Background: an optimization exercise with open tools, aiming at small area, a short achievable clock period and few clock cycles. Do not read the settings as production practice.
The RTL was checked by simulation tests, not by an equivalence proof against the original design.
Power and IR drop assume default switching activity.

## flow/flow/run.sh

```bash
#!/bin/bash
set -euo pipefail
export SETUP_SLACK_MARGIN=6.8
bash standard.sh 2>&1 | tee standard.log
```

## flow/standard.sh

```bash
#!/bin/bash
# synth_recipe.tcl (not shown) runs the flow's synth.tcl, then flattens the netlist and writes it again
# the make line also repeats each setting of config.mk as NAME=value (left out here)
make -C /OpenROAD-flow-scripts/flow DESIGN_CONFIG=/design/flow/config.mk WORK_HOME=/design/flow/orfs CLKGATE_MAP_FILE= SYNTH_SCRIPT=/design/flow/synth_recipe.tcl "${@:-finish}"
```

## flow/config.mk

```make
export PLATFORM = sky130hd
export DESIGN_NAME = fbseq
export DESIGN_NICKNAME = fbseq
export VERILOG_FILES = /design/flow/design.v
export SDC_FILE = /design/flow/constraint.sdc
export NUM_CORES = 4
export LEC_CHECK = 0
export ABC_CLOCK_PERIOD_IN_PS = 3500
export CAP_MARGIN = 30
export CORE_MARGIN = 2
export CORE_UTILIZATION = 55
export CTS_CLUSTER_DIAMETER = 100
export CTS_CLUSTER_SIZE = 25
export PLACE_DENSITY = 0.65
export SLEW_MARGIN = 50
```

## flow/constraint.sdc

```tcl
create_clock -name core_clock -period 10.0 [get_ports {clk}]
set_input_delay 2.0000 -clock core_clock [delete_from_list [all_inputs] [get_ports {clk}]]
set_output_delay 2.0000 -clock core_clock [all_outputs]
set_load 0.01 [all_outputs]
```

## flow/design.v

```verilog
module fbseq (
  input  wire        clk,
  input  wire        rst,           
  input  wire        cmd_valid,
  input  wire [31:0] cmd_data,
  output reg         cmd_ready,
  output reg         rsp_valid,
  output reg  [31:0] rsp_data,
  input  wire        rsp_ready,
  output reg         bus_valid,
  output reg  [7:0]  bus_data,
  input  wire        bus_ready,
  output reg         cs_n,
  output reg         dc,
  output reg         panel_rst_n,
  input  wire        busy,
  output reg         dly_req,
  output reg  [9:0]  dly_ms,
  input  wire        dly_done
);
  localparam integer NQ = 1008;
  localparam [1:0] PV_WHITE = 2'd0, PV_BLACK = 2'd1, PV_ACCENT = 2'd2;
  localparam [1:0] MODE_BWR = 2'd0, MODE_BWY = 2'd1, MODE_BW = 2'd2;
  localparam integer F_ILL = 0, F_BAD = 1, F_ADDR = 2, F_CFG = 3, F_NC = 4;
  reg        cfg;
  reg        var_r;
  reg [1:0]  mode_r;
  reg [1:0]  border_r;
  reg [4:0]  fault;
  reg [NQ-1:0] pq;      
  reg [NQ-1:0] aq;      
  localparam [2:0] F_IDLE = 3'd0,   
                   F_W1   = 3'd1,   
                   F_W2   = 3'd2,   
                   F_BMW  = 3'd3,   
                   F_WAIT = 3'd5;   
  reg [2:0]  fe;
  reg [3:0]  d_opc;        
  reg [1:0]  d_pv, d_var, d_mode;
  reg        d_illegal;
  reg        dv;           
  reg        abort_r;
  reg [15:0] x_r, y_r;
  reg        xin_r, yin_r;    
  reg [6:0]  rx1, ry1;     
  reg [15:0] bm_left;      
  reg [6:0]  bx;           
  reg        bx_in;
  reg [7:0]  pmask;        
  reg [23:0] pw;           
  reg [1:0]  e_cnt;        
  reg [5:0]  e_y;          
  reg        e_vp, e_va;
  reg        st_wait;      
  wire       cmd_fire = cmd_valid & cmd_ready;
  wire [3:0] c_opc    = cmd_data[31:28];
  reg        c_illegal;
  always @* begin
    case (c_opc)
      4'h1:                   c_illegal = (cmd_data[27:26] != 2'd0) || (cmd_data[21:0] != 22'd0);
      4'h3, 4'h4, 4'h5, 4'h6: c_illegal = (cmd_data[25:0] != 26'd0);
      4'h2, 4'h7, 4'h8, 4'h9, 4'hA: c_illegal = (cmd_data[27:0] != 28'd0);
      default:                c_illegal = 1'b1;
    endcase
  end
  wire d_abort   = d_illegal || !cfg || (d_pv == 2'b11);
  wire abort_now = dv ? d_abort : abort_r;
  wire enc_p = (d_pv == PV_WHITE) || (d_pv == PV_ACCENT);
  wire enc_a = (d_pv == PV_ACCENT);
  wire [15:0] width_q  = var_r ? 16'd24 : 16'd64;
  wire [15:0] height_q = var_r ? 16'd32 : 16'd16;
  wire [31:0] status_word = {19'd0, fault, 1'b0,
                             cfg ? {border_r, mode_r, 1'b0, var_r} : 6'd0, cfg};
  reg        s2_v, s2_clr, s2_bmp, s2_var, s2_vp, s2_va;
  reg [6:0]  s2_xa, s2_xb;
  reg [5:0]  s2_ya, s2_yb;
  reg [7:0]  s2_pat;
  wire [15:0] c_x = cmd_data[15:0];
  wire [15:0] c_y = cmd_data[31:16];
  wire        px_in = (c_x <= width_q) && (c_y <= height_q);
  wire        rx_big = (c_x[15:7] != 9'd0) || (c_x[6:0] > rx1);
  wire        ry_big = (c_y[15:7] != 9'd0) || (c_y[6:0] > ry1);
  wire [6:0]  rc_x1 = rx_big ? width_q[6:0]  : x_r[6:0] + c_x[6:0] - 7'd1;
  wire [5:0]  rc_y1 = ry_big ? height_q[5:0] : y_r[5:0] + c_y[5:0] - 6'd1;
  wire        rc_ok = (c_x != 16'd0) && (c_y != 16'd0) && xin_r && yin_r;
  reg [32:0] m_a;      
  reg [63:0] m_b;      
  integer i;
  always @* begin
    for (i = 0; i < 64; i = i + 1)
      m_b[i] = (i >= s2_xa) && (i <= s2_xb);
    if (s2_bmp)
      m_a = {25'd0, s2_pat} << s2_ya;
    else
      for (i = 0; i < 33; i = i + 1)
        m_a[i] = (i >= s2_ya) && (i <= s2_yb);
  end
  wire m_wrap = (s2_xb == 7'd64);
  reg [31:0] m_h, m_la, m_lb;
  reg [15:0] m_wr;
  reg        m_fault;
  always @* begin
    if (!s2_v) begin
      m_h = 32'd0; m_la = 32'd0; m_lb = 32'd0;
      m_wr = 16'd0; m_fault = 1'b0;
    end else if (s2_clr) begin
      m_h = 32'hFFFFFFFF; m_la = 32'hFFFFFFFF; m_lb = 32'hFFFFFFFF;
      m_wr = 16'd0; m_fault = 1'b0;
    end else if (!s2_var) begin
      for (i = 0; i < 32; i = i + 1) m_h[i] = m_a[i/2];
      m_la = m_b[31:0];
      m_lb = m_b[63:32];
      m_wr = m_wrap ? {m_a[14:0], 1'b0} : 16'd0;
      m_fault = m_a[16] || (m_a[15] && (s2_xb >= 7'd56));
    end else begin
      m_h = m_b[31:0];
      for (i = 0; i < 32; i = i + 1) begin
        m_la[i] = (i <= 23) ? m_a[23 - i] : 1'b0;
        m_lb[i] = (i <= 23) ? m_a[23 - i] : 1'b0;
      end
      m_wr = 16'd0;
      m_fault = |m_a[32:24];
    end
  end
  genvar gq;
  generate
    for (gq = 0; gq < NQ; gq = gq + 1) begin : g_bit
      localparam integer HI = gq / 32;
      localparam integer LO = gq % 32;
      wire m;
      if (LO == 0 && (HI % 2) == 0) begin : g_wr
        assign m = (m_h[HI] & m_la[LO]) | m_wr[HI / 2];
      end else if (HI % 2 == 0) begin : g_a
        assign m = m_h[HI] & m_la[LO];
      end else begin : g_b
        assign m = m_h[HI] & m_lb[LO];
      end
      always @(posedge clk) begin
        if (m) begin
          pq[gq] <= s2_vp;
          aq[gq] <= s2_va;
        end
      end
    end
  endgenerate
  localparam [1:0] R_IDLE = 2'd0, R_DLY = 2'd1, R_TX = 2'd2, R_GAP = 2'd3;
  reg [1:0] rs;
  reg [4:0] spc;         
  reg       poll;        
  reg [6:0] bi;          
  reg [15:0] hsel;       
  reg [7:0]  lsel;       
  reg        rplane;     
  reg [31:0] rq;         
  reg [7:0]  nb;         
  reg        lastb;      
  wire [7:0] rows_m1  = var_r ? 8'd31 : 8'd15;
  wire [7:0] xwin_end = var_r ? 8'd3 : 8'd7;
  wire skip14 = (mode_r == MODE_BW);
  wire [7:0] lut0 = (mode_r == MODE_BWR) ? 8'hCB : (mode_r == MODE_BWY) ? 8'hB7 : 8'hA0;
  reg  [7:0] border_b;
  always @* begin
    case (border_r)
      PV_WHITE: border_b = 8'h05;
      PV_BLACK: border_b = 8'h00;
      default:  border_b = (mode_r == MODE_BWR) ? 8'h33 : 8'h31;
    endcase
  end
  wire skip16 = (mode_r == MODE_BW) && (border_r == PV_ACCENT);
  localparam [1:0] K_DLY = 2'd0, K_TX = 2'd1, K_SYNC = 2'd2, K_END = 2'd3;
  reg [1:0] n_kind;
  reg [4:0] n_s;
  reg [7:0] n_cmd;
  reg       n_ms1000;
  always @* begin
    n_kind   = K_TX;
    n_s      = spc + 5'd1;
    n_cmd    = 8'h00;
    n_ms1000 = 1'b0;
    case (spc)
      5'd0:  begin n_kind = K_DLY; n_s = 5'd1; end
      5'd1:  begin n_s = 5'd2;  n_cmd = 8'h12; end
      5'd2:  begin n_kind = K_DLY; n_s = 5'd3; n_ms1000 = 1'b1; end
      5'd3:  begin n_kind = K_SYNC; n_s = 5'd4; n_cmd = 8'h74; end
      5'd4:  begin n_s = 5'd5;  n_cmd = 8'h74; end
      5'd5:  begin n_s = 5'd6;  n_cmd = 8'h7E; end
      5'd6:  begin n_s = 5'd7;  n_cmd = 8'h01; end
      5'd7:  begin n_s = 5'd8;  n_cmd = 8'h3A; end
      5'd8:  begin n_s = 5'd9;  n_cmd = 8'h3B; end
      5'd9:  begin n_s = 5'd10; n_cmd = 8'h11; end
      5'd10: begin n_s = 5'd11; n_cmd = 8'h44; end
      5'd11: begin n_s = 5'd12; n_cmd = 8'h45; end
      5'd12: begin n_s = 5'd13; n_cmd = 8'h2C; end
      5'd13: begin
        n_s   = skip14 ? 5'd15 : 5'd14;
        n_cmd = skip14 ? 8'h32 : 8'h04;
      end
      5'd14: begin n_s = 5'd15; n_cmd = 8'h32; end
      5'd15: begin
        n_s   = skip16 ? 5'd17 : 5'd16;
        n_cmd = skip16 ? 8'h4E : 8'h3C;
      end
      5'd16: begin n_s = 5'd17; n_cmd = 8'h4E; end
      5'd17: begin n_s = 5'd18; n_cmd = 8'h4F; end
      5'd18: begin n_s = 5'd19; n_cmd = 8'h24; end
      5'd19: begin n_kind = K_SYNC; n_s = 5'd20; n_cmd = 8'h4E; end
      5'd20: begin n_s = 5'd21; n_cmd = 8'h4E; end
      5'd21: begin n_s = 5'd22; n_cmd = 8'h4F; end
      5'd22: begin n_s = 5'd23; n_cmd = 8'h26; end
      5'd23: begin n_kind = K_SYNC; n_s = 5'd24; n_cmd = 8'h20; end
      5'd24: begin n_s = 5'd25; n_cmd = 8'h20; end
      5'd25: begin n_s = 5'd26; n_cmd = 8'h20; end
      default: begin n_kind = K_END; n_s = 5'd27; end
    endcase
  end
  reg [6:0] t_last1;
  always @* begin
    case (spc)
      5'd7, 5'd14:   t_last1 = 7'd3;
      5'd11, 5'd18, 5'd22: t_last1 = 7'd2;
      5'd12:         t_last1 = 7'd4;
      5'd15:         t_last1 = 7'd70;
      5'd19, 5'd23:  t_last1 = 7'd127;
      default:       t_last1 = 7'd1;
    endcase
  end
  reg [7:0] n_d0;
  always @* begin
    case (spc)
      5'd3, 5'd4:    n_d0 = 8'h54;
      5'd5:          n_d0 = 8'h3B;
      5'd6:          n_d0 = rows_m1;
      5'd7:          n_d0 = 8'h1A;
      5'd8:          n_d0 = 8'h08;
      5'd9:          n_d0 = 8'h03;
      5'd12:         n_d0 = 8'h70;
      5'd13:         n_d0 = skip14 ? lut0 : 8'h41;
      5'd14:         n_d0 = lut0;
      5'd15:         n_d0 = skip16 ? 8'h00 : border_b;
      5'd23, 5'd24:  n_d0 = 8'hC7;
      default:       n_d0 = 8'h00;
    endcase
  end
  reg [7:0] lut_q;
  always @* begin
    case ({mode_r, bi})
      {2'd0, 7'd0}: lut_q = 8'hCB;
      {2'd0, 7'd1}: lut_q = 8'hBE;
      {2'd0, 7'd2}: lut_q = 8'hD3;
      {2'd0, 7'd3}: lut_q = 8'hA6;
      {2'd0, 7'd4}: lut_q = 8'h81;
      {2'd0, 7'd5}: lut_q = 8'h10;
      {2'd0, 7'd6}: lut_q = 8'h58;
      {2'd0, 7'd7}: lut_q = 8'hDF;
      {2'd0, 7'd8}: lut_q = 8'h34;
      {2'd0, 7'd9}: lut_q = 8'h43;
      {2'd0, 7'd10}: lut_q = 8'hA6;
      {2'd0, 7'd11}: lut_q = 8'h76;
      {2'd0, 7'd12}: lut_q = 8'hC6;
      {2'd0, 7'd13}: lut_q = 8'h21;
      {2'd0, 7'd14}: lut_q = 8'hD1;
      {2'd0, 7'd15}: lut_q = 8'hE6;
      {2'd0, 7'd16}: lut_q = 8'hB4;
      {2'd0, 7'd17}: lut_q = 8'h44;
      {2'd0, 7'd18}: lut_q = 8'h4F;
      {2'd0, 7'd19}: lut_q = 8'hCC;
      {2'd0, 7'd20}: lut_q = 8'h13;
      {2'd0, 7'd21}: lut_q = 8'h64;
      {2'd0, 7'd22}: lut_q = 8'h52;
      {2'd0, 7'd23}: lut_q = 8'h0D;
      {2'd0, 7'd24}: lut_q = 8'h4C;
      {2'd0, 7'd25}: lut_q = 8'h61;
      {2'd0, 7'd26}: lut_q = 8'hE7;
      {2'd0, 7'd27}: lut_q = 8'hC7;
      {2'd0, 7'd28}: lut_q = 8'h97;
      {2'd0, 7'd29}: lut_q = 8'h0F;
      {2'd0, 7'd30}: lut_q = 8'hD3;
      {2'd0, 7'd31}: lut_q = 8'hF8;
      {2'd0, 7'd32}: lut_q = 8'h38;
      {2'd0, 7'd33}: lut_q = 8'hC5;
      {2'd0, 7'd34}: lut_q = 8'h28;
      {2'd0, 7'd35}: lut_q = 8'hF0;
      {2'd0, 7'd36}: lut_q = 8'h7C;
      {2'd0, 7'd37}: lut_q = 8'hA4;
      {2'd0, 7'd38}: lut_q = 8'hAB;
      {2'd0, 7'd39}: lut_q = 8'h78;
      {2'd0, 7'd40}: lut_q = 8'h72;
      {2'd0, 7'd41}: lut_q = 8'hA8;
      {2'd0, 7'd42}: lut_q = 8'hE5;
      {2'd0, 7'd43}: lut_q = 8'hC0;
      {2'd0, 7'd44}: lut_q = 8'h6A;
      {2'd0, 7'd45}: lut_q = 8'h70;
      {2'd0, 7'd46}: lut_q = 8'h0B;
      {2'd0, 7'd47}: lut_q = 8'h09;
      {2'd0, 7'd48}: lut_q = 8'h2F;
      {2'd0, 7'd49}: lut_q = 8'hCD;
      {2'd0, 7'd50}: lut_q = 8'h8F;
      {2'd0, 7'd51}: lut_q = 8'h17;
      {2'd0, 7'd52}: lut_q = 8'h04;
      {2'd0, 7'd53}: lut_q = 8'h0C;
      {2'd0, 7'd54}: lut_q = 8'h82;
      {2'd0, 7'd55}: lut_q = 8'h54;
      {2'd0, 7'd56}: lut_q = 8'h5F;
      {2'd0, 7'd57}: lut_q = 8'h04;
      {2'd0, 7'd58}: lut_q = 8'hB0;
      {2'd0, 7'd59}: lut_q = 8'hC4;
      {2'd0, 7'd60}: lut_q = 8'h67;
      {2'd0, 7'd61}: lut_q = 8'hDE;
      {2'd0, 7'd62}: lut_q = 8'h7A;
      {2'd0, 7'd63}: lut_q = 8'hAD;
      {2'd0, 7'd64}: lut_q = 8'h2F;
      {2'd0, 7'd65}: lut_q = 8'hA7;
      {2'd0, 7'd66}: lut_q = 8'h71;
      {2'd0, 7'd67}: lut_q = 8'h02;
      {2'd0, 7'd68}: lut_q = 8'hB0;
      {2'd0, 7'd69}: lut_q = 8'h97;
      {2'd1, 7'd0}: lut_q = 8'hB7;
      {2'd1, 7'd1}: lut_q = 8'h93;
      {2'd1, 7'd2}: lut_q = 8'h88;
      {2'd1, 7'd3}: lut_q = 8'h1F;
      {2'd1, 7'd4}: lut_q = 8'h16;
      {2'd1, 7'd5}: lut_q = 8'hF7;
      {2'd1, 7'd6}: lut_q = 8'h75;
      {2'd1, 7'd7}: lut_q = 8'hB4;
      {2'd1, 7'd8}: lut_q = 8'hDD;
      {2'd1, 7'd9}: lut_q = 8'h35;
      {2'd1, 7'd10}: lut_q = 8'h90;
      {2'd1, 7'd11}: lut_q = 8'h5E;
      {2'd1, 7'd12}: lut_q = 8'h7F;
      {2'd1, 7'd13}: lut_q = 8'h35;
      {2'd1, 7'd14}: lut_q = 8'h49;
      {2'd1, 7'd15}: lut_q = 8'hFF;
      {2'd1, 7'd16}: lut_q = 8'hE9;
      {2'd1, 7'd17}: lut_q = 8'hE9;
      {2'd1, 7'd18}: lut_q = 8'h26;
      {2'd1, 7'd19}: lut_q = 8'h64;
      {2'd1, 7'd20}: lut_q = 8'hA6;
      {2'd1, 7'd21}: lut_q = 8'h3A;
      {2'd1, 7'd22}: lut_q = 8'h3B;
      {2'd1, 7'd23}: lut_q = 8'h0D;
      {2'd1, 7'd24}: lut_q = 8'hB5;
      {2'd1, 7'd25}: lut_q = 8'hB5;
      {2'd1, 7'd26}: lut_q = 8'h68;
      {2'd1, 7'd27}: lut_q = 8'hBC;
      {2'd1, 7'd28}: lut_q = 8'h26;
      {2'd1, 7'd29}: lut_q = 8'hF2;
      {2'd1, 7'd30}: lut_q = 8'h55;
      {2'd1, 7'd31}: lut_q = 8'hC0;
      {2'd1, 7'd32}: lut_q = 8'h77;
      {2'd1, 7'd33}: lut_q = 8'hC8;
      {2'd1, 7'd34}: lut_q = 8'h2E;
      {2'd1, 7'd35}: lut_q = 8'hFE;
      {2'd1, 7'd36}: lut_q = 8'hB0;
      {2'd1, 7'd37}: lut_q = 8'h32;
      {2'd1, 7'd38}: lut_q = 8'h1F;
      {2'd1, 7'd39}: lut_q = 8'hC4;
      {2'd1, 7'd40}: lut_q = 8'h40;
      {2'd1, 7'd41}: lut_q = 8'h00;
      {2'd1, 7'd42}: lut_q = 8'h8F;
      {2'd1, 7'd43}: lut_q = 8'h4E;
      {2'd1, 7'd44}: lut_q = 8'h96;
      {2'd1, 7'd45}: lut_q = 8'h3D;
      {2'd1, 7'd46}: lut_q = 8'h1C;
      {2'd1, 7'd47}: lut_q = 8'h14;
      {2'd1, 7'd48}: lut_q = 8'h7F;
      {2'd1, 7'd49}: lut_q = 8'h63;
      {2'd1, 7'd50}: lut_q = 8'h59;
      {2'd1, 7'd51}: lut_q = 8'hD9;
      {2'd1, 7'd52}: lut_q = 8'h42;
      {2'd1, 7'd53}: lut_q = 8'h41;
      {2'd1, 7'd54}: lut_q = 8'h49;
      {2'd1, 7'd55}: lut_q = 8'h74;
      {2'd1, 7'd56}: lut_q = 8'h7D;
      {2'd1, 7'd57}: lut_q = 8'hA8;
      {2'd1, 7'd58}: lut_q = 8'h9B;
      {2'd1, 7'd59}: lut_q = 8'h5D;
      {2'd1, 7'd60}: lut_q = 8'hBE;
      {2'd1, 7'd61}: lut_q = 8'hD9;
      {2'd1, 7'd62}: lut_q = 8'hA3;
      {2'd1, 7'd63}: lut_q = 8'hF7;
      {2'd1, 7'd64}: lut_q = 8'hE0;
      {2'd1, 7'd65}: lut_q = 8'hAE;
      {2'd1, 7'd66}: lut_q = 8'h1C;
      {2'd1, 7'd67}: lut_q = 8'h9F;
      {2'd1, 7'd68}: lut_q = 8'h2C;
      {2'd1, 7'd69}: lut_q = 8'h8B;
      {2'd2, 7'd0}: lut_q = 8'hA0;
      {2'd2, 7'd1}: lut_q = 8'h78;
      {2'd2, 7'd2}: lut_q = 8'h2B;
      {2'd2, 7'd3}: lut_q = 8'h02;
      {2'd2, 7'd4}: lut_q = 8'hE3;
      {2'd2, 7'd5}: lut_q = 8'hF5;
      {2'd2, 7'd6}: lut_q = 8'h4C;
      {2'd2, 7'd7}: lut_q = 8'h48;
      {2'd2, 7'd8}: lut_q = 8'hB3;
      {2'd2, 7'd9}: lut_q = 8'h23;
      {2'd2, 7'd10}: lut_q = 8'h3B;
      {2'd2, 7'd11}: lut_q = 8'h5C;
      {2'd2, 7'd12}: lut_q = 8'hB0;
      {2'd2, 7'd13}: lut_q = 8'hBC;
      {2'd2, 7'd14}: lut_q = 8'hFB;
      {2'd2, 7'd15}: lut_q = 8'hF1;
      {2'd2, 7'd16}: lut_q = 8'hCB;
      {2'd2, 7'd17}: lut_q = 8'hEC;
      {2'd2, 7'd18}: lut_q = 8'hC9;
      {2'd2, 7'd19}: lut_q = 8'h20;
      {2'd2, 7'd20}: lut_q = 8'h7F;
      {2'd2, 7'd21}: lut_q = 8'hE0;
      {2'd2, 7'd22}: lut_q = 8'hB1;
      {2'd2, 7'd23}: lut_q = 8'hCF;
      {2'd2, 7'd24}: lut_q = 8'hD2;
      {2'd2, 7'd25}: lut_q = 8'h14;
      {2'd2, 7'd26}: lut_q = 8'hED;
      {2'd2, 7'd27}: lut_q = 8'hDE;
      {2'd2, 7'd28}: lut_q = 8'h0A;
      {2'd2, 7'd29}: lut_q = 8'h59;
      {2'd2, 7'd30}: lut_q = 8'h00;
      {2'd2, 7'd31}: lut_q = 8'h18;
      {2'd2, 7'd32}: lut_q = 8'h30;
      {2'd2, 7'd33}: lut_q = 8'hA9;
      {2'd2, 7'd34}: lut_q = 8'h97;
      {2'd2, 7'd35}: lut_q = 8'hD4;
      {2'd2, 7'd36}: lut_q = 8'h46;
      {2'd2, 7'd37}: lut_q = 8'hAB;
      {2'd2, 7'd38}: lut_q = 8'h1A;
      {2'd2, 7'd39}: lut_q = 8'h6E;
      {2'd2, 7'd40}: lut_q = 8'h47;
      {2'd2, 7'd41}: lut_q = 8'h04;
      {2'd2, 7'd42}: lut_q = 8'h15;
      {2'd2, 7'd43}: lut_q = 8'h6A;
      {2'd2, 7'd44}: lut_q = 8'hE3;
      {2'd2, 7'd45}: lut_q = 8'h63;
      {2'd2, 7'd46}: lut_q = 8'h4A;
      {2'd2, 7'd47}: lut_q = 8'h61;
      {2'd2, 7'd48}: lut_q = 8'hF7;
      {2'd2, 7'd49}: lut_q = 8'h4B;
      {2'd2, 7'd50}: lut_q = 8'h92;
      {2'd2, 7'd51}: lut_q = 8'hB3;
      {2'd2, 7'd52}: lut_q = 8'hCE;
      {2'd2, 7'd53}: lut_q = 8'h9F;
      {2'd2, 7'd54}: lut_q = 8'h78;
      {2'd2, 7'd55}: lut_q = 8'hEB;
      {2'd2, 7'd56}: lut_q = 8'h1A;
      {2'd2, 7'd57}: lut_q = 8'hEF;
      {2'd2, 7'd58}: lut_q = 8'h93;
      {2'd2, 7'd59}: lut_q = 8'hF0;
      {2'd2, 7'd60}: lut_q = 8'hB0;
      {2'd2, 7'd61}: lut_q = 8'h85;
      {2'd2, 7'd62}: lut_q = 8'hA7;
      {2'd2, 7'd63}: lut_q = 8'hF1;
      {2'd2, 7'd64}: lut_q = 8'h07;
      {2'd2, 7'd65}: lut_q = 8'h2E;
      {2'd2, 7'd66}: lut_q = 8'h7A;
      {2'd2, 7'd67}: lut_q = 8'h0E;
      {2'd2, 7'd68}: lut_q = 8'h6F;
      {2'd2, 7'd69}: lut_q = 8'hC8;
      default: lut_q = 8'h00;
    endcase
  end
  wire [7:0] p_byte [0:127];
  wire [7:0] a_byte [0:127];
  assign p_byte[0]   = 8'h00;
  assign a_byte[0]   = 8'h00;
  assign p_byte[127] = 8'h00;
  assign a_byte[127] = 8'h00;
  genvar gb, gk;
  generate
    for (gb = 1; gb < 127; gb = gb + 1) begin : g_byte
      for (gk = 0; gk < 8; gk = gk + 1) begin : g_k
        assign p_byte[gb][7 - gk] = pq[8 * (gb - 1) + gk];
        assign a_byte[gb][7 - gk] = aq[8 * (gb - 1) + gk];
      end
    end
  endgenerate
  reg [7:0] p_grp [0:15];
  reg [7:0] a_grp [0:15];
  reg [31:0] rq_d;
  integer gh, gl;
  always @* begin
    for (gh = 0; gh < 16; gh = gh + 1) begin
      p_grp[gh] = 8'h00;
      a_grp[gh] = 8'h00;
      for (gl = 0; gl < 8; gl = gl + 1) begin
        p_grp[gh] = p_grp[gh] | ({8{lsel[gl]}} & p_byte[gh * 8 + gl]);
        a_grp[gh] = a_grp[gh] | ({8{lsel[gl]}} & a_byte[gh * 8 + gl]);
      end
    end
    for (gh = 0; gh < 4; gh = gh + 1) begin
      rq_d[gh * 8 +: 8] = 8'h00;
      for (gl = 0; gl < 4; gl = gl + 1)
        rq_d[gh * 8 +: 8] = rq_d[gh * 8 +: 8] |
          ({8{hsel[gh * 4 + gl]}} & (rplane ? a_grp[gh * 4 + gl] : p_grp[gh * 4 + gl]));
    end
  end
  wire [7:0] rq_byte = rq[7:0] | rq[15:8] | rq[23:16] | rq[31:24];
  wire ptx = (rs == R_TX) && (spc == 5'd19 || spc == 5'd23);
  reg [7:0] data_q;
  always @* begin
    data_q = 8'h00;
    case (spc)
      5'd5:  data_q = 8'h54;
      5'd6:  data_q = 8'h3B;
      5'd7:  data_q = (bi[1:0] == 2'd0) ? rows_m1 : 8'h00;
      5'd8:  data_q = 8'h1A;
      5'd9:  data_q = 8'h08;
      5'd10: data_q = 8'h03;
      5'd11: data_q = (bi[0] == 1'b0) ? 8'h00 : xwin_end;
      5'd12: data_q = (bi[1:0] == 2'd2) ? rows_m1 : 8'h00;
      5'd13: data_q = 8'h70;
      5'd14: case (bi[1:0])
               2'd0:    data_q = 8'h41;
               2'd1:    data_q = (mode_r == MODE_BWR) ? 8'hA8 : 8'hB0;
               default: data_q = 8'h32;
             endcase
      5'd15: data_q = lut_q;
      5'd16: data_q = border_b;
      5'd25: data_q = 8'hC7;
      default: data_q = 8'h00;
    endcase
  end
  reg [2:0]  fe_n;
  reg        d_next;       
  reg        e_busy_n;
  reg [3:0]  opc_n;
  reg        l_v, l_clr, l_bmp, l_vp, l_va;
  reg [6:0]  l_xa, l_xb;
  reg [5:0]  l_ya, l_yb;
  reg [7:0]  l_pat;
  reg [7:0]  hm;
  integer    kk;
  always @(posedge clk) begin
    if (rst) begin
      fe          <= F_IDLE;
      cmd_ready   <= 1'b1;
      dv          <= 1'b0;
      st_wait     <= 1'b0;
      abort_r     <= 1'b0;
      cfg         <= 1'b0;
      fault       <= 5'd0;
      rsp_valid   <= 1'b0;
      rsp_data    <= 32'd0;
      bus_valid   <= 1'b0;
      bus_data    <= 8'h00;
      cs_n        <= 1'b1;
      dc          <= 1'b0;
      panel_rst_n <= 1'b1;
      dly_req     <= 1'b0;
      dly_ms      <= 10'd0;
      rs          <= R_IDLE;
      spc         <= 5'd0;
      poll        <= 1'b0;
      bi          <= 7'd0;
      lastb       <= 1'b0;
      hsel        <= 16'd1;
      lsel        <= 8'd2;
      rplane      <= 1'b0;
      e_cnt       <= 2'd0;
      s2_v        <= 1'b0;
    end else begin
      fe_n    = fe;
      dv      <= 1'b0;
      dly_req <= 1'b0;
      l_v     = 1'b0;
      l_clr   = 1'b0;
      l_bmp   = 1'b0;
      l_vp    = enc_p;
      l_va    = enc_a;
      l_xa    = c_x[6:0];
      l_xb    = c_x[6:0];
      l_ya    = c_y[5:0];
      l_yb    = c_y[5:0];
      l_pat   = 8'h00;
      if (rsp_valid && rsp_ready)
        rsp_valid <= 1'b0;
      if (dv && ((rs != R_IDLE && (d_opc == 4'h7 || d_opc == 4'h8 ||
                                   d_opc == 4'h9 || d_opc == 4'hA)) ||
                 (e_cnt != 2'd0 && (d_opc == 4'h1 || d_opc == 4'hA)))) begin
        dv <= 1'b1;
      end else if (dv) begin
        abort_r <= d_abort;
        case (d_opc)
          4'h1: begin  
            fe_n = F_IDLE;
            if (d_illegal)                          fault[F_ILL] <= 1'b1;
            else if (d_var[1] || d_mode == 2'b11)   fault[F_CFG] <= 1'b1;
            else begin
              cfg      <= 1'b1;
              var_r    <= d_var[0];
              mode_r   <= d_mode;
              border_r <= PV_WHITE;
              l_v      = 1'b1;
              l_clr    = 1'b1;
              l_vp     = 1'b0;
              l_va     = 1'b0;
            end
          end
          4'h2: begin  
            if (d_illegal)  fault[F_ILL] <= 1'b1;
            else if (!cfg)  fault[F_NC]  <= 1'b1;
            else            cfg <= 1'b0;
          end
          4'h3, 4'h4, 4'h5: begin
            if (d_illegal)             fault[F_ILL] <= 1'b1;
            else if (!cfg)             fault[F_NC]  <= 1'b1;
            else if (d_pv == 2'b11)    fault[F_BAD] <= 1'b1;
          end
          4'h6: begin  
            if (d_illegal)             fault[F_ILL] <= 1'b1;
            else if (!cfg)             fault[F_NC]  <= 1'b1;
            else if (d_pv == 2'b11)    fault[F_BAD] <= 1'b1;
            else                       border_r <= d_pv;
          end
          4'h7, 4'h8: begin  
            rsp_valid <= 1'b1;
            rsp_data  <= 32'd0;
            if (d_illegal)   fault[F_ILL] <= 1'b1;
            else if (!cfg)   fault[F_NC]  <= 1'b1;
            else             rsp_data <= {16'd0, (d_opc == 4'h7) ? width_q : height_q};
          end
          4'h9: begin  
            if (d_illegal) begin
              fault[F_ILL] <= 1'b1; fe_n = F_IDLE;
            end else if (!cfg) begin
              fault[F_NC]  <= 1'b1; fe_n = F_IDLE;
            end else begin
              panel_rst_n <= 1'b0;
              rplane      <= 1'b0;
              dly_req     <= 1'b1;
              dly_ms      <= 10'd500;
              poll        <= 1'b0;
              spc         <= 5'd0;
              rs          <= R_DLY;
            end
          end
          4'hA: begin  
            if (d_illegal) begin
              fault[F_ILL] <= 1'b1;
              rsp_valid    <= 1'b1;
              rsp_data     <= 32'd0;
            end else if (!s2_v && e_cnt == 2'd0) begin
              rsp_valid    <= 1'b1;
              rsp_data     <= status_word;
            end else begin
              st_wait      <= 1'b1;
            end
          end
          default: fault[F_ILL] <= 1'b1;
        endcase
      end
      if (st_wait && !s2_v && e_cnt == 2'd0) begin
        st_wait   <= 1'b0;
        rsp_valid <= 1'b1;
        rsp_data  <= status_word;
      end
      if (e_cnt != 2'd0) begin
        l_v   = bx_in;
        l_bmp = 1'b1;
        l_xa  = bx;
        l_xb  = bx;
        l_ya  = e_y;
        l_vp  = e_vp;
        l_va  = e_va;
        l_pat = pw[7:0] & pmask;
        pw    <= {8'h00, pw[23:8]};
        e_cnt <= e_cnt - 2'd1;
        if (bx == width_q[6:0]) bx_in <= 1'b0;
        bx    <= bx + 7'd1;
      end
      case (fe)
        F_IDLE: if (cmd_fire) begin
          d_opc     <= c_opc;
          d_pv      <= cmd_data[27:26];
          d_var     <= cmd_data[25:24];
          d_mode    <= cmd_data[23:22];
          d_illegal <= c_illegal;
          dv        <= 1'b1;
          case (c_opc)
            4'h3, 4'h4, 4'h5:       fe_n = F_W1;
            4'h1, 4'h7, 4'h8, 4'h9, 4'hA: fe_n = F_WAIT;
            default:                fe_n = F_IDLE;
          endcase
        end
        F_W1: if (cmd_fire) begin
          x_r   <= c_x;
          y_r   <= c_y;
          xin_r <= (c_x <= width_q);
          yin_r <= (c_y <= height_q);
          rx1   <= width_q[6:0] - c_x[6:0] + 7'd1;
          ry1   <= height_q[6:0] - c_y[6:0] + 7'd1;
          if (d_opc == 4'h3) begin
            l_v  = !abort_now && px_in;
            fe_n = F_IDLE;
          end else begin
            fe_n = F_W2;
          end
        end
        F_W2: if (cmd_fire) begin
          if (d_opc == 4'h4) begin
            l_v  = !abort_r && rc_ok;
            l_xa = x_r[6:0];
            l_xb = rc_x1;
            l_ya = y_r[5:0];
            l_yb = rc_y1;
            fe_n = F_IDLE;
          end else begin
            if (!abort_r && c_y > 16'd8) begin
              fault[F_BAD] <= 1'b1;
              abort_r      <= 1'b1;
            end
            case (c_y[3:0])
              4'd0: hm = 8'h00;
              4'd1: hm = 8'h01;
              4'd2: hm = 8'h03;
              4'd3: hm = 8'h07;
              4'd4: hm = 8'h0F;
              4'd5: hm = 8'h1F;
              4'd6: hm = 8'h3F;
              4'd7: hm = 8'h7F;
              default: hm = 8'hFF;
            endcase
            for (kk = 0; kk < 8; kk = kk + 1)
              pmask[kk] <= hm[kk] && yin_r && (kk < ry1);
            bm_left <= c_x;
            bx      <= x_r[6:0];
            bx_in   <= xin_r;
            fe_n    = (c_x == 16'd0) ? F_IDLE : F_BMW;
          end
        end
        F_BMW: if (cmd_fire) begin
          if (abort_r) begin
            bm_left <= (bm_left <= 16'd4) ? 16'd0 : bm_left - 16'd4;
          end else begin
            l_v     = bx_in;
            l_bmp   = 1'b1;
            l_xa    = bx;
            l_xb    = bx;
            l_ya    = y_r[5:0];
            l_pat   = cmd_data[7:0] & pmask;
            if (bx == width_q[6:0]) bx_in <= 1'b0;
            bx      <= bx + 7'd1;
            pw      <= cmd_data[31:8];
            e_y     <= y_r[5:0];
            e_vp    <= enc_p;
            e_va    <= enc_a;
            if (bm_left >= 16'd4) begin
              e_cnt   <= 2'd3;
              bm_left <= bm_left - 16'd4;
            end else begin
              e_cnt   <= bm_left[1:0] - 2'd1;
              bm_left <= 16'd0;
            end
          end
          fe_n = (bm_left <= 16'd4) ? F_IDLE : F_BMW;
        end
        F_WAIT: begin
          if (rsp_valid && rsp_ready) fe_n = F_IDLE;
        end
        default: fe_n = F_IDLE;
      endcase
      s2_v   <= l_v;
      s2_clr <= l_clr;
      s2_bmp <= l_bmp;
      s2_var <= var_r;
      s2_vp  <= l_vp;
      s2_va  <= l_va;
      s2_xa  <= l_xa;
      s2_xb  <= l_xb;
      s2_ya  <= l_ya;
      s2_yb  <= l_yb;
      s2_pat <= l_pat;
      if (m_fault) fault[F_ADDR] <= 1'b1;
      if (!ptx) rq <= rq_d;
      d_next = 1'b0;
      case (rs)
        R_DLY: if (dly_done) begin
          if (poll && busy) begin
            dly_req <= 1'b1;           
            dly_ms  <= 10'd10;
          end else begin
            d_next = 1'b1;
          end
        end
        R_TX: if (bus_ready) begin
          if (lastb) begin
            cs_n      <= 1'b1;
            bus_valid <= 1'b0;
            hsel      <= 16'd1;
            lsel      <= 8'd2;
            if (spc == 5'd19) rplane <= 1'b1;
            if (spc == 5'd23) fe_n = F_IDLE;
            if (n_kind == K_DLY)      d_next = 1'b1;
            else if (n_kind == K_END) rs <= R_IDLE;
            else                      rs <= R_GAP;
          end else begin
            bus_data <= nb;
            nb       <= ptx ? rq_byte : data_q;
            dc       <= 1'b1;
            bi       <= bi + 7'd1;
            if (ptx) begin
              rq   <= rq_d;
              lsel <= {lsel[6:0], lsel[7]};
              if (lsel[7]) hsel <= {hsel[14:0], 1'b0};
            end
            lastb    <= (bi == t_last1);
          end
        end
        R_GAP: d_next = 1'b1;
        default: ;
      endcase
      if (d_next) begin
        if (n_kind == K_DLY) begin
          dly_req <= 1'b1;
          dly_ms  <= n_ms1000 ? 10'd1000 : 10'd500;
          poll    <= 1'b0;
          spc     <= n_s;
          rs      <= R_DLY;
          if (n_s == 5'd1) panel_rst_n <= 1'b1;
        end else if (n_kind == K_SYNC && busy) begin
          dly_req <= 1'b1;
          dly_ms  <= 10'd10;
          poll    <= 1'b1;
          spc     <= n_s;
          rs      <= R_DLY;
        end else begin
          cs_n      <= 1'b0;
          bus_valid <= 1'b1;
          dc        <= 1'b0;
          bus_data  <= n_cmd;
          nb        <= n_d0;
          bi        <= 7'd1;
          if (n_s == 5'd19 || n_s == 5'd23) begin
            hsel    <= 16'd1;
            lsel    <= 8'd4;
          end
          lastb     <= (n_s == 5'd2) || (n_s == 5'd26);
          spc       <= (n_kind == K_SYNC) ? n_s + 5'd1 : n_s;
          rs        <= R_TX;
        end
      end
      e_busy_n = (fe == F_BMW && cmd_fire && !abort_r) ? (bm_left > 16'd1)
                                                        : (e_cnt > 2'd1);
      opc_n    = (fe == F_IDLE) ? c_opc : d_opc;
      fe        <= fe_n;
      cmd_ready <= (fe_n == F_IDLE) ||
                   (fe_n == F_W1  && !(e_busy_n && opc_n == 4'h3)) ||
                   (fe_n == F_W2  && !(e_busy_n && opc_n == 4'h4)) ||
                   (fe_n == F_BMW && !e_busy_n);
    end
  end
endmodule
```

==> notes.md, run 1 <==
The run gives 10 as the number of optimization iterations in the first detailed-route pass. The tool flagged a number of max-cap violations equal to 0. The sort of element at the end of the critical path is an output pin. The design draws 16.65 mW. The signal on the critical path passes through buf_6. The class of the tightest hold or removal check is reg -> reg. Port buffering added 74 buffers. The final layout contains 7837 nets. The average vias per placed instance is 7.092, and the async set-or-reset flop fraction in the synthesized netlist is 0. The logs give 0.3612 for the total routing usage reported by global routing and 0.4433 ns for the worst slack on hold paths. TritonCTS built the clock tree. The die covers 183200 sq um. The area growth from synthesis to layout is 11.92%. For the count of final hold-check violations, the log shows 0. The clock arrives with 0.06583 ns of skew. For this run, the number of Yosys warnings is 3.

The kind of cell adding the most delay to the critical path was flip-flops. In this design, the stage delay of the slowest critical-path cell is 0.37 ns. Synthesis produced 7716 cells. The fraction of layout instances using a drive strength above 1 was 0.1460.

On the critical path, the stage with the largest delay is an instance of dfxtp_2. For the number of global-route vias before repair, the log shows 68400. The synthesized netlist occupies a cell area of 98870 sq um. The ratio of final minimum period to clock period is 0.3261, and the count of placed standard cells in the final layout, fillers left out is 10120. The category of the worst setup path launch point is a register.

The max-slew headroom at the worst pin is 0.4618. The I/O pin count is 96. The CTS clock-pin slew for the worst setup and hold paths was 0.10 ns; the biggest fanout along the worst timing path was 2. Yosys mapped a number of flops with a built-in enable equal to 2202. Dividing the detail-routed wire length by the instance count gives 33.91 um. In this run the mean area of a mapped cell was 12.81 sq um. The first global-routing pass estimated 483800 um of wire.

For the pin with the worst max-slew slack, the measured transition is 0.8074 ns. The number of different library cells in the post-synthesis netlist came out at 102. The remaining design rule violation count is 0, and the clock sink count is 2299.

Measured along the y axis, the die boundary spans 428.0 um. For the weighted congestion reported at the end of routability-driven placement, the log shows 0.9671. The floorplan step set the die width to 428.0 um. Summing all placed instances gives a cell area of 103200 sq um.

The flow ran to the end and the layout has no timing, DRC or antenna violations. The first routing iteration left 12010 violations. The final layout contains routed wiring with a total length of 343100 um.

Startpoint of the most critical hold path: dly_ms[0]$_SDFF_PP0_. After floorplanning, the core was sized to cover 178600 sq um. The startpoint identified for the worst register-to-register timing path is s2_ya[0]$_DFFE_PN_. The combined buffer and inverter count along the critical path works out to 1.

The initial standard-cell utilization of the core came out at 0.5536. The run gives 0.0001642 V as the worst supply voltage drop on vdd. Summing all non-filler instances in the final layout gives an area of 110700 sq um. For the final count of pins violating max slew, the log shows 0.

The root buffer cell was clkbuf_16. The power density normalized to cell area is 150.4 nW/um^2, and the leakage dissipation is 35.10 nW. The number of instances in the placed design is 9758, and the required arrival time at the worst endpoint is 8.00 ns.

After floorplanning, the core was divided into 155 placement rows. The total number of vias is 71770, and the buffer depth of the longest clock path is 3. For the initial antenna violation count, the log shows 11.

The kind of critical path is reg -> out. Fill cells in the final layout number 13620. Setup repair after global routing could not meet its margin everywhere.

Clock tree synthesis inserted a total of 105 buffers. Setup total negative slack on the finished layout was measured at 0 ns. At the later pin of the worst-skew pair, clock insertion delay measures 0.83 ns. The H-tree was split into 3 levels. The sequential fraction of the synthesis area is 0.6884, and the data arrival time of the critical path is 1.26 ns. Entering global routing, the biggest net connects 124 pins.

For the global route total overflow, the log shows 0. In this run the worst setup path begins at cs_n$_SDFF_PP1_. For the highest attainable clock frequency, the log shows 306.7 MHz. Synthesis inferred 2299 register bits. The final setup violation count is 0. For the half-perimeter wire length after detailed placement, the log shows 203100 um. Most instantiated flip-flop cell in the synthesis netlist: edfxtp_1.

The minimum clock period after layout works out to 3.261 ns. For the residual antenna-violating net count after detailed routing, the log shows 0.
[final timing paths]
path                           to  slack [ns]  cells after the start
min reg2reg  dly_ms[0]$_SDFF_PP0_        0.44                      2
max                          cs_n        6.74                      1
max reg2reg     aq[352]$_DFFE_PP_        6.80                      9
min          dly_ms[0]$_SDFF_PP0_        0.44                      2
[cell usage after synthesis, types with 75 or more instances]
library cell | number | area (sq um)
o21ai_0 | 222 | 1111
nor3_1 | 78 | 390.4
nand4_1 | 121 | 757.0
buf_1 | 75 | 281.5
nand3_1 | 295 | 1476
a222oi_1 | 224 | 2242
a22o_1 | 208 | 1822
a211oi_1 | 79 | 593.1
clkbuf_1 | 483 | 1813
nand2b_1 | 93 | 581.8
ha_1 | 87 | 1089
nor2_1 | 1258 | 4722
inv_1 | 109 | 409.1
edfxtp_1 | 2202 | 66120
dfxtp_1 | 97 | 1942
a221oi_1 | 258 | 2260
a21oi_1 | 363 | 1817
a22oi_1 | 138 | 1036
nand2_1 | 483 | 1813
a31oi_1 | 79 | 494.2
[layout make-up]
cell class	count	area, sq um	area share
repair buffers	529	6028	0.05448
clock inverters	13	229.0	0.002069
flip-flops and latches	2299	68180	0.6161
clock buffers	144	2838	0.02564
inverters	114	470.5	0.004251
well taps	2355	2947	0.02663
diodes	6	15.01	0.0001357
multi-input cells	4660	29960	0.2707
[cell families after synthesis]
logic type,synth area share
simple gates,0.1133
mux,0.004492
other cells,0.00003793
xor+xnor,0.004695
buf+inv,0.03218
flops,0.6884
fa+ha+maj,0.01141
compound gates,0.1455
[state kept, by name, indices dropped and copies added (netlist names), 7 cells and up]
signal / flops
ry1: 7
s2_xa: 7
aq: 1008
lsel: 8
rq: 32
s2_xb: 7
dly_ms: 10
pq: 1008
nb: 8
bm_left: 16
pmask: 8
rsp_data: 11
hsel: 16
rx1: 7
bx: 7
s2_pat: 8
bus_data: 8
bi: 7
pw: 24
[cell usage in the layout (no fill, tap or decap), types with 20 or more instances in the layout]
master	instances
a211oi_1	67
a21o_1	25
a21oi_1	324
a21oi_2	24
a221oi_1	251
a222oi_1	224
a22o_1	208
a22oi_1	135
a311oi_1	27
a31oi_1	73
buf_12	68
buf_4	267
buf_6	102
buf_8	21
clkbuf_1	36
clkbuf_16	115
conb_1	21
dfxtp_1	40
dfxtp_2	41
edfxtp_1	2202
ha_1	78
inv_1	90
nand2_1	471
nand2b_1	47
nand2b_4	37
nand3_1	289
nand4_1	121
nor2_1	1164
nor2_2	77
nor2b_1	32
nor3_1	57
o211ai_1	24
o21ai_0	201
o22ai_1	30
o31ai_1	20
xnor2_1	35
[worst register-to-register path: stages, from the launching register on]
cell,delay [ns]
edfxtp_1,0.41
buf_6,0.16
buf_12,0.12
mux4_2,0.57
mux2i_4,0.24
nor3_1,0.08
or3_1,0.39
a31oi_4,0.40
nand2b_4,0.42
nor2_1,0.16
[timing repair]
item                                    4_1_cts  5_1_grt
hold buffers                                  0        0
endpoints found under the setup margin     2165     1229
resized for setup                           623      216
buffers inserted                            107       65
cloned                                       12       10
pin swaps                                    31       42
[power breakdown]
group | internal [mW] | leakage, nW | switching [mW]
sequential | 10.6 | 20.8 | 0.0486
clock | 2.02 | 1.47 | 3.00
combinational | 0.273 | 12.9 | 0.724
[metal layers]
layer	GRT usage	vias up	share of wire
met5	0	-	0.000070
met4	0.1570	4	0.048
met3	0.08592	812	0.13
met2	0.5473	5093	0.45
met1	0.5013	36000	0.37
li1	-	29860	-
[stage by stage]
stage,util,setup slack (ns)
after CTS,0.6106,6.679
final,0.6195,6.739
after floorplan,-,-4.466
after global placement,0.5723,5.017
after global routing,0.6195,6.697
after detailed placement,0.5779,5.090
Testbench counts, summed over its fixed seeds: cycles 22,756.
==> run 2, diff against run 1 <==
--- a/flow/config.mk
+++ b/flow/config.mk
@@ -9,7 +9,7 @@
 export CAP_MARGIN = 30
 export CORE_MARGIN = 2
-export CORE_UTILIZATION = 55
+export CORE_UTILIZATION = 65
 export CTS_CLUSTER_DIAMETER = 100
 export CTS_CLUSTER_SIZE = 25
-export PLACE_DENSITY = 0.65
+export PLACE_DENSITY = 0.75
 export SLEW_MARGIN = 50
==> run 2 against run 1 <==
Effect of this change:
- non-clock buffer count grew 26
- sequential share of layout area is 0.15 points lower
- highest routed layer unchanged
- synthesized area did not move
- critical path type is now reg -> reg
==> notes.md, run 2 <==
Detailed placement finished with a half-perimeter wire length of 197800 um. The clock net in this run drives a total of 2299 sinks. The run gives 0 as the count of final hold-check violations.

Entering global routing, the biggest net connects 121 pins. edfxtp_1 takes more of the synthesized area than any other cell. The min-delay analysis places its worst path in the category reg -> reg. The async set-or-reset flop fraction in the synthesized netlist is 0, and the data arrival time of the critical path is 3.84 ns.

The routed design has 335800 um of wire. The area fraction of the dominant cell type after synthesis works out to 0.6688. For the buffer depth of the longest clock path, the log shows 3.

The synthesis warning total was 3; the area growth from synthesis to layout was 12.17%. Static timing analysis puts the maximum clock frequency at 299.4 MHz. Input and output buffers added on the ports amount to 74. For the max-slew headroom at the worst pin, the log shows 0.4408.

The floorplan has 143 rows. The library cells used most frequently in the layout, excluding fill and tap cells, are edfxtp_1, nor2_1, nand2_1. The final count of pins violating max slew was 0. In the final layout, the registers with the most flip-flops are aq x1008, pq x1008, rq x32. After synthesis the netlist holds a flip-flop and latch count of 2299.

The worst slack on hold paths came out at 0.4434 ns. The run gives 151500 sq um as the core footprint. The logs give 96 for the I/O pin count and 98870 sq um for the synthesized cell area. In this run the number of H-tree levels came out at 3. The weighted congestion reported at the end of routability-driven placement is 0.9737.

The CTS clock-pin slew for the worst setup and hold paths is 0.11 ns, and the cell area after layout is 110900 sq um. Setup repair after global routing could not meet its margin everywhere. The tools report the sequential fraction of the synthesis area as 0.6884. Sorting the synthesized cells by area gives the leading types as edfxtp_1, nor2_1, a221oi_1.

The worst setup path is of the reg -> reg kind. The total number of vias is 73320, and the wire length of the first global-routing pass is 471600 um. Leaving out fill and tap cells, the most frequent cell in the layout is edfxtp_1. STA puts the critical path data required time at 10.50 ns.

The worst path in the final design needs a cycle of 3.340 ns, including I/O delays and setup. The run gives 0 as the residual antenna-violating net count after detailed routing. In the synthesized netlist, the cells that appear most often are edfxtp_1, nor2_1, clkbuf_1, nand2_1, a21oi_1. TritonCTS built the clock tree. Setup violations remaining at the end of the flow were counted as 0. The tree is rooted in a clkbuf_16.

The later pin in the worst-skew pair is clocked with a latency of 0.81 ns. Of all nets on the critical path, the largest fanout is 5. In this run the power density over the cells is 149.3 nW/um^2. Measured along the x axis, the die boundary spans 394.0 um. Leakage dissipation: 35.26 nW.

Dividing the detail-routed wire length by the instance count gives 34.23 um. Averaged over all synthesized cells, the footprint is 12.81 sq um. The floorplan step defined a die boundary enclosing 155200 sq um.

After the first detailed-routing iteration, the DRC count stood at 14000. The run gives 102800 sq um as the post-placement cell area. For this design, the CTS-stage hold fixing added 0 buffers.

The pre-antenna-repair detailed-routing pass consisted of 15 iterations. Number of global-route vias before repair: 69220. The initial standard-cell utilization of the core was 0.6524; the average vias per placed instance was 7.475.

edfxtp_1 is the most common cell in the netlist. In this run, synthesis inferred 2202 flip-flops with an integrated enable. STA classifies the critical path startpoint as a register.

Actual transition at the worst max-transition pin: 0.8387 ns. After global routing the overflow that remains totals 0. Synthesis produced 7716 cells. IR analysis of the VDD net gives a maximum drop of 0.0001812 V. For the total number of nets in the final design, the log shows 7861. In this run, distinct cell masters in the synthesized netlist total 102. In the routed design, unresolved DRC markers number 0. The total routing usage reported by global routing is 0.4152. The fraction of layout instances using a drive strength above 1 was 0.1577. The initial antenna violation count is 13. Among all flip-flop cells after synthesis, the most frequent one is edfxtp_1. The sort of element at the end of the critical path was a register. Measured along the y axis, the die boundary spans 394.0 um. Worst clock skew: 0.06073 ns. The ratio of final minimum period to clock period works out to 0.3340.

Across the run, the number of max-cap violations was 0. Clock tree synthesis inserted a total of 104 buffers. The flow ran to the end and the layout has no timing, DRC or antenna violations.
-- run 2: cell types whose count changed in the layout (fill, tap and decap cells not counted), sizes merged, moves of 2 or more --
cell / change
buf: +12
diode: +7
clkbuf: +4
bufbuf: -2
clkdlybuf4s15: -2
clkinv: -2
-- run 2: metal layers --
metal,GRT usage,wire length [um]
met2,0.6217,147800
met5,0,154
met4,0.1925,18770
met1,0.5733,114900
met3,0.1119,54140
-- run 2: what timing repair did --
item,4_1_cts,5_1_grt
resized for setup,631,366
buffers inserted,110,91
pin swaps,28,45
endpoints found under the setup margin,2187,1427
gates cloned,7,21
-- run 2: final timing paths --
| kind | startpoint | end | slack [ns] | cells past startpoint |
|---|---|---|---|---|
| hold / removal | d_var[0]$_DFFE_PP_ | var_r$_DFFE_PP_ | 0.44 | 0 |
| setup / recovery | s2_ya[0]$_DFFE_PN_ | pq[355]$_DFFE_PP_ | 6.66 | 12 |
| hold reg to reg | d_var[0]$_DFFE_PP_ | var_r$_DFFE_PP_ | 0.44 | 0 |
| setup reg to reg | s2_ya[0]$_DFFE_PN_ | pq[355]$_DFFE_PP_ | 6.66 | 12 |
-- run 2: metrics by stage --
step           std cells  setup slack, ns  utilization  total power [mW]  setup TNS (ns)
2_1_floorplan       7736           -4.466            -             11.38        -9004.00
3_3_place_gp        9378            5.023       0.6709             11.64               0
3_5_place_dp        9425            5.103       0.6781             11.68               0
4_1_cts             9681            6.648       0.7149             16.42               0
5_1_grt             9796            6.650       0.7316             16.87               0
6_report            9809            6.660       0.7319             16.55               0
-- run 2: critical path: stages, from the launching register on --
cell	delay (ns)
edfxtp_1	0.44
buf_6	0.16
buf_12	0.12
mux4_2	0.38
a22oi_2	0.11
and2_4	0.19
o41a_1	0.49
o31a_1	0.17
buf_12	0.15
nand2b_4	0.24
buf_12	0.23
buf_16	0.18
nor2_4	0.15
-- run 2: final cells by class --
class / count / area [sq um]
antenna: 13 / 32.53
clock buffer: 129 / 2739
clock inverter: 10 / 205.2
fill: 9971 / 40640
inverter: 114 / 485.5
multi-input combinational: 4659 / 30430
sequential: 2299 / 68160
tap: 2030 / 2540
timing repair buffer: 555 / 6315
-- run 2: logic make-up (layout without fill, tap and decap cells) --
kind of cell             after synthesis  in the layout  synth area share
multiplexers                          29             29          0.004492
AO/OA/AOI/OAI                       1929           1929            0.1455
adder cells (fa/ha/maj)               89             89           0.01141
buffers and inverters                781            808           0.03218
AND/OR/NAND/NOR                     2535           2538            0.1133
XOR/XNOR                              53             53          0.004695
other                                  1             34        0.00003793
flip-flops                          2299           2299            0.6884
-- run 2: where the power goes --
group / internal (mW) / total (mW) / leakage, nW / switching, mW
Clock: 1.97 / 4.91 / 1.42 / 2.94
Combinational: 0.286 / 1.02 / 13.1 / 0.731
Sequential: 10.6 / 10.6 / 20.8 / 0.0492
Total: 12.8 / 16.6 / 35.3 / 3.72
==> run 3, diff against run 2 <==
--- a/flow/design.v
+++ b/flow/design.v
@@ -45,11 +45,21 @@
   reg [6:0]  rx1, ry1;     
   reg [15:0] bm_left;      
+  reg [6:0]  fx;           
+  reg        fx_in;
+  reg        ffirst;       
+  reg [7:0]  pmask;        
+  reg [31:0] ap;           
+  reg [2:0]  acnt;         
+  reg [5:0]  a_y;
+  reg        a_vp, a_va;
   reg [6:0]  bx;           
   reg        bx_in;
-  reg [7:0]  pmask;        
-  reg [23:0] pw;           
-  reg [1:0]  e_cnt;        
-  reg [5:0]  e_y;          
-  reg        e_vp, e_va;
+  reg [31:0] bp;           
+  reg [2:0]  bcnt;         
+  reg [5:0]  b_y;
+  reg        b_vp, b_va;
+  reg        b_first;      
+  reg [6:0]  b_x;
+  reg        b_xin;
   reg        st_wait;      
   wire       cmd_fire = cmd_valid & cmd_ready;
@@ -521,5 +531,8 @@
   reg [2:0]  fe_n;
   reg        d_next;       
-  reg        e_busy_n;
+  reg        e_busy_n, b_free_n;
+  reg [2:0]  acnt_n, bcnt_n, nc;
+  wire       eng_idle = (acnt == 3'd0) && (bcnt == 3'd0);
+  wire       a_last   = (acnt <= 3'd1);      
   reg [3:0]  opc_n;
   reg        l_v, l_clr, l_bmp, l_vp, l_va;
@@ -555,5 +568,6 @@
       lsel        <= 8'd2;
       rplane      <= 1'b0;
-      e_cnt       <= 2'd0;
+      acnt        <= 3'd0;
+      bcnt        <= 3'd0;
       s2_v        <= 1'b0;
     end else begin
@@ -575,5 +589,5 @@
       if (dv && ((rs != R_IDLE && (d_opc == 4'h7 || d_opc == 4'h8 ||
                                    d_opc == 4'h9 || d_opc == 4'hA)) ||
-                 (e_cnt != 2'd0 && (d_opc == 4'h1 || d_opc == 4'hA)))) begin
+                 (!eng_idle && (d_opc == 4'h1 || d_opc == 4'hA)))) begin
         dv <= 1'b1;
       end else if (dv) begin
@@ -638,5 +652,5 @@
               rsp_valid    <= 1'b1;
               rsp_data     <= 32'd0;
-            end else if (!s2_v && e_cnt == 2'd0) begin
+            end else if (!s2_v && eng_idle) begin
               rsp_valid    <= 1'b1;
               rsp_data     <= status_word;
@@ -648,22 +662,39 @@
         endcase
       end
-      if (st_wait && !s2_v && e_cnt == 2'd0) begin
+      if (st_wait && !s2_v && eng_idle) begin
         st_wait   <= 1'b0;
         rsp_valid <= 1'b1;
         rsp_data  <= status_word;
       end
-      if (e_cnt != 2'd0) begin
-        l_v   = bx_in;
-        l_bmp = 1'b1;
-        l_xa  = bx;
-        l_xb  = bx;
-        l_ya  = e_y;
-        l_vp  = e_vp;
-        l_va  = e_va;
-        l_pat = pw[7:0] & pmask;
-        pw    <= {8'h00, pw[23:8]};
-        e_cnt <= e_cnt - 2'd1;
+      acnt_n = acnt;
+      bcnt_n = bcnt;
+      if (acnt != 3'd0) begin
+        l_v    = bx_in;
+        l_bmp  = 1'b1;
+        l_xa   = bx;
+        l_xb   = bx;
+        l_ya   = a_y;
+        l_vp   = a_vp;
+        l_va   = a_va;
+        l_pat  = ap[7:0];
+        ap     <= {8'h00, ap[31:8]};
+        acnt   <= acnt - 3'd1;
+        acnt_n = acnt - 3'd1;
         if (bx == width_q[6:0]) bx_in <= 1'b0;
-        bx    <= bx + 7'd1;
+        bx     <= bx + 7'd1;
+      end
+      if (a_last && bcnt != 3'd0) begin
+        ap     <= bp;
+        acnt   <= bcnt;
+        acnt_n = bcnt;
+        a_y    <= b_y;
+        a_vp   <= b_vp;
+        a_va   <= b_va;
+        if (b_first) begin
+          bx    <= b_x;
+          bx_in <= b_xin;
+        end
+        bcnt   <= 3'd0;
+        bcnt_n = 3'd0;
       end
       case (fe)
@@ -722,6 +753,7 @@
               pmask[kk] <= hm[kk] && yin_r && (kk < ry1);
             bm_left <= c_x;
-            bx      <= x_r[6:0];
-            bx_in   <= xin_r;
+            fx      <= x_r[6:0];
+            fx_in   <= xin_r;
+            ffirst  <= 1'b1;
             fe_n    = (c_x == 16'd0) ? F_IDLE : F_BMW;
           end
@@ -731,23 +763,29 @@
             bm_left <= (bm_left <= 16'd4) ? 16'd0 : bm_left - 16'd4;
           end else begin
-            l_v     = bx_in;
-            l_bmp   = 1'b1;
-            l_xa    = bx;
-            l_xb    = bx;
-            l_ya    = y_r[5:0];
-            l_pat   = cmd_data[7:0] & pmask;
-            if (bx == width_q[6:0]) bx_in <= 1'b0;
-            bx      <= bx + 7'd1;
-            pw      <= cmd_data[31:8];
-            e_y     <= y_r[5:0];
-            e_vp    <= enc_p;
-            e_va    <= enc_a;
-            if (bm_left >= 16'd4) begin
-              e_cnt   <= 2'd3;
-              bm_left <= bm_left - 16'd4;
+            nc = (bm_left >= 16'd4) ? 3'd4 : bm_left[2:0];
+            if (a_last && bcnt == 3'd0) begin
+              ap     <= cmd_data & {4{pmask}};
+              acnt   <= nc;
+              acnt_n = nc;
+              a_y    <= y_r[5:0];
+              a_vp   <= enc_p;
+              a_va   <= enc_a;
+              if (ffirst) begin
+                bx    <= fx;
+                bx_in <= fx_in;
+              end
             end else begin
-              e_cnt   <= bm_left[1:0] - 2'd1;
-              bm_left <= 16'd0;
+              bp      <= cmd_data & {4{pmask}};
+              bcnt    <= nc;
+              bcnt_n  = nc;
+              b_y     <= y_r[5:0];
+              b_vp    <= enc_p;
+              b_va    <= enc_a;
+              b_first <= ffirst;
+              b_x     <= fx;
+              b_xin   <= fx_in;
             end
+            ffirst  <= 1'b0;
+            bm_left <= (bm_left <= 16'd4) ? 16'd0 : bm_left - 16'd4;
           end
           fe_n = (bm_left <= 16'd4) ? F_IDLE : F_BMW;
@@ -838,6 +876,6 @@
         end
       end
-      e_busy_n = (fe == F_BMW && cmd_fire && !abort_r) ? (bm_left > 16'd1)
-                                                        : (e_cnt > 2'd1);
+      e_busy_n = (acnt_n != 3'd0) || (bcnt_n != 3'd0);
+      b_free_n = (bcnt_n == 3'd0) || (acnt_n <= 3'd1);
       opc_n    = (fe == F_IDLE) ? c_opc : d_opc;
       fe        <= fe_n;
@@ -845,5 +883,5 @@
                    (fe_n == F_W1  && !(e_busy_n && opc_n == 4'h3)) ||
                    (fe_n == F_W2  && !(e_busy_n && opc_n == 4'h4)) ||
-                   (fe_n == F_BMW && !e_busy_n);
+                   (fe_n == F_BMW && b_free_n);
     end
   end
--- a/flow/config.mk
+++ b/flow/config.mk
@@ -9,7 +9,7 @@
 export CAP_MARGIN = 30
 export CORE_MARGIN = 2
-export CORE_UTILIZATION = 65
+export CORE_UTILIZATION = 55
 export CTS_CLUSTER_DIAMETER = 100
 export CTS_CLUSTER_SIZE = 25
-export PLACE_DENSITY = 0.75
+export PLACE_DENSITY = 0.65
 export SLEW_MARGIN = 50
==> run 3 against run 2 <==
Effect of this change:
- setup slack improved by 0.063 ns
- clock skew increased by 0.0013 ns
- count of clock-buffer cells in the layout increased by 18
- clock power increased by 4.7%
- flip-flop and latch count increased by 70
- synthesized cell count increased by 3.6%
- routed wire length increased by 1.4%
- global-route usage decreased by 6.7 points
- sequential share of layout area increased by 0.51 points
- critical endpoint is now bus_data[1]
==> notes.md, run 3 <==
The run finished with no timing, DRC or antenna violations. Among cell families on the critical path, the largest total delay comes from flip-flops. The tools report the utilization of the core after routing as 0.6132. The routed wirelength normalized by instance count is 32.52 um, and the power density normalized to cell area is 199.7 nW/um^2. The routed design has 340600 um of wire. Across the run, the number of max-cap violations was 0. In this run the static leakage power is 35.95 nW.

Yosys printed 3 warnings. For this design the total switching power over the nets is 7.017 mW. For the violation count after the first detailed-route iteration, the log shows 12020. Sorting the synthesized cells by how often they occur yields edfxtp_1, nor2_1, nand2_1. The logs give 0.227 for the clock network fraction of design power and 99 for the number of different library cells in the post-synthesis netlist. Counting along the longest clock path gives a buffer depth of 3. Data on the critical path arrives at its endpoint at 1.28 ns.

In the final layout, the registers with the most flip-flops are aq x1008, pq x1008. The switching share of total power was 0.3100; the actual transition at the worst max-transition pin was 0.8192 ns. CTS saw 2369 sinks. Averaged over all synthesized cells, the footprint is 12.76 sq um. In the synthesized netlist the dominant register cell turns out to be edfxtp_1. The I/O pin count was 96; the number of global-route vias before repair was 70050. For this run, the detailed router's first-pass iteration total came to 9. The sequential fraction of the synthesis area came out at 0.6873. The logs give 305.2 MHz for the highest attainable clock frequency and 0 for the final count of pins violating max slew. The number of placed instances, taps included, is 10130. The count of final hold-check violations was 0. In this run the most critical hold path is launched from fx[0]$_DFFE_PP_. The detailed router placed 72920 vias in this run.

The total power after layout is 22.63 mW, and the hold-critical path depth is 0. The weighted congestion reported at the end of routability-driven placement is 0.9554. After clock tree synthesis, the clock-pin slew on the worst setup and hold paths is 0.10 ns.

The logs give 158 for the site row count and 15.62 mW for the cell-internal power. Walking the worst path, the cells encountered are buf_6. The tightest hold path in the finished design has a slack of 0.4338 ns. The combined buffer and inverter count along the critical path is 1. Along the worst path, the maximum fanout reaches 2.

The total number of nets in the final design is 8062, and the fraction of layout instances using a drive strength above 1 is 0.1419. The tools report the half-perimeter wire length after detailed placement as 202100 um. The final setup violation count is 0, and the core footprint is 184800 sq um. TritonCTS built the clock tree. The async set-or-reset flop fraction in the synthesized netlist is 0. The average vias per placed instance works out to 6.963.

edfxtp_1 is the most common cell in the netlist. Counting cells, the worst reg-to-reg path comes to 14. Clock tree synthesis inserted a total of 107 buffers. The area fraction of the dominant cell type after synthesis was 0.6675.

The cell sitting at the root of the clock tree is a clkbuf_16. The power share of the sequential group was 0.553. The destination of the worst hold path is b_x[0]$_DFFE_PP_. Area growth from synthesis to layout: 11.08%.

The category of the worst setup path launch point is a register. The post-synthesis cell type with the largest combined area is edfxtp_1. The origin of the critical flop-to-flop path is s2_ya[1]$_DFFE_PN_. The remaining design rule violation count was 0; the global route total overflow was 0.

The combinational share of power was 0.220. In this design, the stage delay of the slowest critical-path cell is 0.36 ns. The clock tree synthesis step divided the H-tree into 3 levels.

The setup path with the least slack is of type reg -> out. The run gives 14390 as the number of fillers in the final layout. After technology mapping, the gate count stands at 7997.

The worst register-to-register path ends at pq[557]$_DFFE_PP_. Width of the die: 434.7 um.
run 3: cell types whose count changed in the layout (fill, tap and decap cells not counted), sizes merged, moves of 11 or more:
cell / previous run / this run
and3: 13 / 29
a21boi: 26 / 10
edfxtp: 2202 / 2268
a31oi: 80 / 69
and2: 25 / 75
nand2: 483 / 554
nor2: 1259 / 1242
a41oi: 2 / 13
buf: 498 / 460
nand3: 295 / 264
nor3b: 6 / 24
a21oi: 364 / 410
a311oi: 39 / 24
o21ai: 229 / 261
run 3: area by class of cell:
cell class / count / area (sq um) / area share
repair buffers: 500 / 5340 / 0.04712
clock buffers: 147 / 2859 / 0.02522
inverters: 111 / 441.7 / 0.003897
flip-flops and latches: 2369 / 70240 / 0.6197
well taps: 2480 / 3103 / 0.02738
clock inverters: 17 / 256.5 / 0.002263
multi-input cells: 4843 / 31090 / 0.2743
diodes: 6 / 15.01 / 0.0001325
run 3: how the worst max path moves through the flow:
| stage | start | to | cells past startpoint |
|---|---|---|---|
| after floorplan | s2_va$_DFFE_PN_ | aq[0]$_DFFE_PP_ | 0 |
| after global placement | cmd_data[10] | s2_xb[0]$_DFFE_PN_ | 6 |
| after detailed placement | cmd_data[17] | s2_yb[4]$_DFFE_PN_ | 7 |
| after CTS | bus_data[1]$_SDFF_PP0_ | bus_data[1] | 1 |
| after global routing | bus_data[5]$_SDFF_PP0_ | bus_data[5] | 1 |
| final | bus_data[1]$_SDFF_PP0_ | bus_data[1] | 1 |
run 3: cells by family (layout without fill, tap and decap cells):
| kind of cell | count (synthesis) | count (layout) | share of synthesized area |
|---|---|---|---|
| AND/OR/NAND/NOR | 2653 | 2658 | 0.1161 |
| flip-flops | 2369 | 2369 | 0.6873 |
| AO/OA/AOI/OAI | 1975 | 1975 | 0.1422 |
| buffers and inverters | 810 | 775 | 0.03200 |
| adder cells (fa/ha/maj) | 92 | 92 | 0.01140 |
| XOR/XNOR | 49 | 49 | 0.004206 |
| multiplexers | 48 | 48 | 0.006769 |
| other | 1 | 27 | 0.00003675 |
run 3: power by group through the flow:
stage | Clock (mW) | Combinational [mW] | Sequential (mW)
after detailed placement | 0 | 4.23 | 12.8
after floorplan | 0 | 1.82 | 13.9
after CTS | 5.17 | 4.56 | 12.5
after global routing | 5.48 | 5.18 | 12.6
after global placement | 0 | 4.02 | 12.8
final | 5.14 | 4.97 | 12.5
run 3: worst register-to-register path, cell delays in order (launching register included):
cell,delay (ns)
edfxtp_1,0.40
buf_6,0.16
buf_12,0.13
mux2_4,0.30
mux4_2,0.55
a221oi_4,0.31
buf_6,0.17
nor2_4,0.06
buf_6,0.15
nor3_4,0.15
buf_4,0.14
buf_6,0.11
nand2b_4,0.18
buf_12,0.15
nor2_1,0.07
run 3: stage by stage:
step | TNS, ns | setup slack, ns | instance area (sq um)
finish | 0 | 6.723 | 113300
global route | 0 | 6.666 | 113300
CTS | 0 | 6.666 | 111500
detailed placement | 0 | 5.036 | 106400
global placement | 0 | 4.432 | 105400
floorplan | -9004.00 | -4.466 | 102100
run 3: layer usage:
metal | part of all wire | track usage | up-vias | wire length (um)
met1 | 0.38 | 0.4938 | 36790 | 130200
met2 | 0.45 | 0.5335 | 4766 | 154600
met4 | 0.043 | 0.1409 | 2 | 14660
li1 | - | - | 30670 | -
met3 | 0.12 | 0.06418 | 685 | 41150
met5 | 0.000059 | 0 | - | 20
run 3: repair_timing:
item                       in CTS  in global routing
hold buffers                    0                  0
setup endpoints to repair    2225               1105
setup buffers                  96                 61
gates resized for setup       525                319
gates cloned                    6                 10
pin swaps                      21                 37
Testbench counts of run 3, summed over its fixed seeds: cycles 22,448.

Setup slack of run 3, layout unchanged: 6.723 ns with ideal ports, 6.635 ns with driving cells assumed (clock clkbuf_16, inputs buf_2), 5.969 ns with port delays also shifted by the 0.891 ns mid clock arrival.
